Background: an optimization exercise with open tools, aiming at a short achievable clock period and few clock cycles. Do not read the settings as production practice.
RTL that was checked went through simulation tests only; none was proved equivalent to the original.
Power and IR drop assume default switching activity.

==> flow/design.v (excerpt) <==
module jcpu8 (
    input  wire        clk,
    input  wire        rst,         
    input  wire        stall,       
    output wire [15:0] mem_addr,
    output wire        mem_we,
    output wire [7:0]  mem_wdata,
    input  wire [7:0]  mem_rdata,
    input  wire [7:0]  io0,
    output wire        io_event,
    output wire [7:0]  io_value,
    output wire        fault
);
    localparam [3:0] ID_MOV = 4'h1, ID_LW  = 4'h2, ID_SW  = 4'h3, ID_LDA = 4'h4,
                     ID_PUSH = 4'h5, ID_POP = 4'h6, ID_JNZ = 4'h7, ID_ADD = 4'h8,
                     ID_ADC = 4'h9, ID_AND = 4'hA, ID_NOR = 4'hB, ID_CMP = 4'hC;
    reg [7:0]  ra, rb, rc, rd, rl, rh, rf;
    reg [15:0] sp;
    reg [7:0]  io_prev;
    reg        faulted;
    reg        pF, pA1, pA2, pM;    
    reg [15:0] addr_q;      
    reg [15:0] ret_q;       
    reg        we_q;
    reg [7:0]  wd_q;
    reg        imm;
    reg        c_lw, c_sw, c_push, c_pop, c_jnz, c_three, c_ls;
    reg        c_mov, c_and, c_nor, c_add, c_adc, c_cmp, c_lda;
    reg [7:0]  rf_sel;      
    reg [7:0]  arg1;
    reg [7:0]  a1_sel;      
    reg [6:0]  ex_we;       
    reg        ex_lda, ex_add, ex_cmp, ex_and, ex_nor, ex_sum;
    reg        cin_q;
  ...
==> flow/config.mk <==
export PLATFORM = sky130hd
export DESIGN_NAME = jcpu8
export DESIGN_NICKNAME = jcpu8
export VERILOG_FILES = /design/flow/design.v
export SDC_FILE = /design/flow/constraint.sdc
export NUM_CORES = 4
export LEC_CHECK = 0
export CAP_MARGIN = 20
export CORE_MARGIN = 2
export CORE_UTILIZATION = 25
export GPL_ROUTABILITY_DRIVEN = 1
export PLACE_DENSITY = 0.45
export SETUP_SLACK_MARGIN = 4.0
export SLEW_MARGIN = 20
export SYNTH_HIERARCHICAL = 1
export SYNTH_MINIMUM_KEEP_SIZE = 0
==> flow/constraint.sdc <==
create_clock -name core_clock -period 6.0 [get_ports {clk}]
set_input_delay 1.2000 -clock core_clock [delete_from_list [all_inputs] [get_ports {clk}]]
set_output_delay 1.2000 -clock core_clock [all_outputs]
set_load 0.01 [all_outputs]
run.sh (not shown) runs the stock make flow with config.mk's settings and CLKGATE_MAP_FILE= SYNTH_SCRIPT=/design/flow/synth_recipe.tcl, a recipe that flattens the netlist after the stock synthesis.
Testbench counts at the start, summed over its fixed seeds: cycles 171,981.
Then changed:
--- a/flow/design.v
+++ b/flow/design.v
@@ -137,43 +137,30 @@
         end
     endfunction
     assign mem_addr  = addr_q;
     assign mem_we    = we_q;
     assign mem_wdata = wd_q;
     assign io_event  = ev_q;
     assign io_value  = ev_val;
     assign fault     = fault_q;
-    wire        hi_nz, any_nz;
-    jcpu8_bdec u_bdec (.b(mem_rdata), .hi(hi_nz), .any(any_nz));
-    reg  [7:0]  x_lo;
-    always @* begin
-        case (mem_rdata[2:0])
-            3'd0: x_lo = ra;
-            3'd1: x_lo = rb;
-            3'd2: x_lo = rc;
-            3'd3: x_lo = rd;
-            3'd4: x_lo = rl;
-            3'd5: x_lo = rh;
-            3'd6: x_lo = rf;
-            default: x_lo = 8'hFF;
-        endcase
-    end
-    wire [7:0]  x_rd    = x_lo | {8{hi_nz}};
+    wire        hi_nz, taken;
+    wire [7:0]  x_rd, opv;
+    wire [6:0]  zr = {~((|rf) | fl_v), ~|rh, ~|rl, ~|rd, ~|rc, ~|rb, ~|ra};
+    jcpu8_bsel u_bsel (.b(mem_rdata), .imm(imm),
+                       .ra(ra), .rb(rb), .rc(rc), .rd(rd), .rl(rl), .rh(rh), .rf(rf),
+                       .zr(zr), .hi(hi_nz), .x(x_rd), .opv(opv), .taken(taken));
     wire [7:0]  rd_sel  = onehot(mem_rdata);
     wire [7:0]  x_a1    = rsel(a1_sel, ra, rb, rc, rd, rl, rh, rf);
     wire [7:0]  x_rf    = rsel(rf_sel, ra, rb, rc, rd, rl, rh, rf);
-    wire [7:0]  opv     = imm ? mem_rdata : x_rd;
     wire [15:0] pc_inc  = addr_q + 16'd1;
     wire [15:0] sp_dec  = sp - 16'd1;
     wire [15:0] sp_inc  = sp + 16'd1;
     reg         sp_ok, sp_ffff, sp_zero;   
     wire [15:0] ls_addr = imm ? {arg1, mem_rdata} : {x_a1, x_rd};
-    wire [7:0]  zr = {1'b0, ~((|rf) | fl_v), ~|rh, ~|rl, ~|rd, ~|rc, ~|rb, ~|ra};
-    wire        taken = imm ? any_nz : !(zr[mem_rdata[2:0]] && !hi_nz);
     wire        push_wait = fl_v && !imm;
     wire        go_ls  = pA2 && c_ls;
     wire        go_jnz = pA1 && c_jnz;
     wire [15:0] addr_early = pM ? ret_q :
                              (pA1 && c_push) ? sp_dec :
                              (pA1 && c_pop)  ? sp : pc_inc;
     wire [15:0] addr_next = go_ls ? ls_addr :
                             (go_jnz && taken) ? {rh, rl} : addr_early;
@@ -363,25 +350,46 @@
             ex_nor <= 1'b0;
             op2_q  <= mem_rdata;
         end
         end
     end
     always @(posedge clk) begin
         begin
             res_q     <= res;
-            fl_c      <= ex_sum & sum[8];    
+            fl_c      <= carry;
             fl_d_f    <= ex_d_f;
             fl_d_inv  <= ex_d_inv;
             fl_s_same <= ex_s_reg && !ex_s_hi && !ex_d_inv && ex_s_lo == ex_d_lo;
             fl_s_f    <= ex_s_reg && !ex_s_hi && ex_s_lo == 3'd6;
             fl_op2    <= op2_q;
         end
     end
 endmodule
-module jcpu8_bdec (
+module jcpu8_bsel (
     input  wire [7:0] b,
+    input  wire       imm,
+    input  wire [7:0] ra, rb, rc, rd, rl, rh, rf,
+    input  wire [6:0] zr,      
     output wire       hi,      
-    output wire       any      
+    output wire [7:0] x,       
+    output wire [7:0] opv,     
+    output wire       taken    
 );
-    assign hi  = |b[7:3];
-    assign any = |b;
+    reg [7:0] x_lo;
+    reg       z_lo;
+    always @* begin
+        case (b[2:0])
+            3'd0: begin x_lo = ra; z_lo = zr[0]; end
+            3'd1: begin x_lo = rb; z_lo = zr[1]; end
+            3'd2: begin x_lo = rc; z_lo = zr[2]; end
+            3'd3: begin x_lo = rd; z_lo = zr[3]; end
+            3'd4: begin x_lo = rl; z_lo = zr[4]; end
+            3'd5: begin x_lo = rh; z_lo = zr[5]; end
+            3'd6: begin x_lo = rf; z_lo = zr[6]; end
+            default: begin x_lo = 8'hFF; z_lo = 1'b0; end
+        endcase
+    end
+    assign hi    = |b[7:3];
+    assign x     = x_lo | {8{hi}};
+    assign opv   = imm ? b : x;
+    assign taken = imm ? |b : !(z_lo && !hi);
 endmodule
Result: The new run passed the timing, DRC and antenna checks; sequential cell count stays the same; maximum frequency drops by a few percent; total power shrinks by a few percent; synthesized cell count climbs slightly; sequential power stays flat; critical path depth rises by 2.
For the second run of this note, only the layout was checked, not whether the RTL still works.

## port drivers added, routing unchanged
No port has a modelled driver above. Below, the same layouts with a new extraction and two added sets of constraints. Step 1 assumes that a clkbuf_16 drives the clock port and a buf_2 every other input. Step 2, shift: input delay + t, output delay - t, t = (earliest + latest rising clock arrival at the registers) / 2. This alone moves slack from input paths to output paths. a / b / c = ideal / step 1 / step 2; a / b = the first two.
run	shift t [ns]	setup WS [ns]	pins driven straight from the clock port
the first run	0.627	3.274 / 3.274 / 2.848	1
the second run	0.631	3.102 / 3.116 / 2.486	1
After both steps setup and hold are still met in every run listed. For the second run, which loses most, drivers alone change the setup slack by +0.014 ns; drivers and shift together by -0.616 ns.
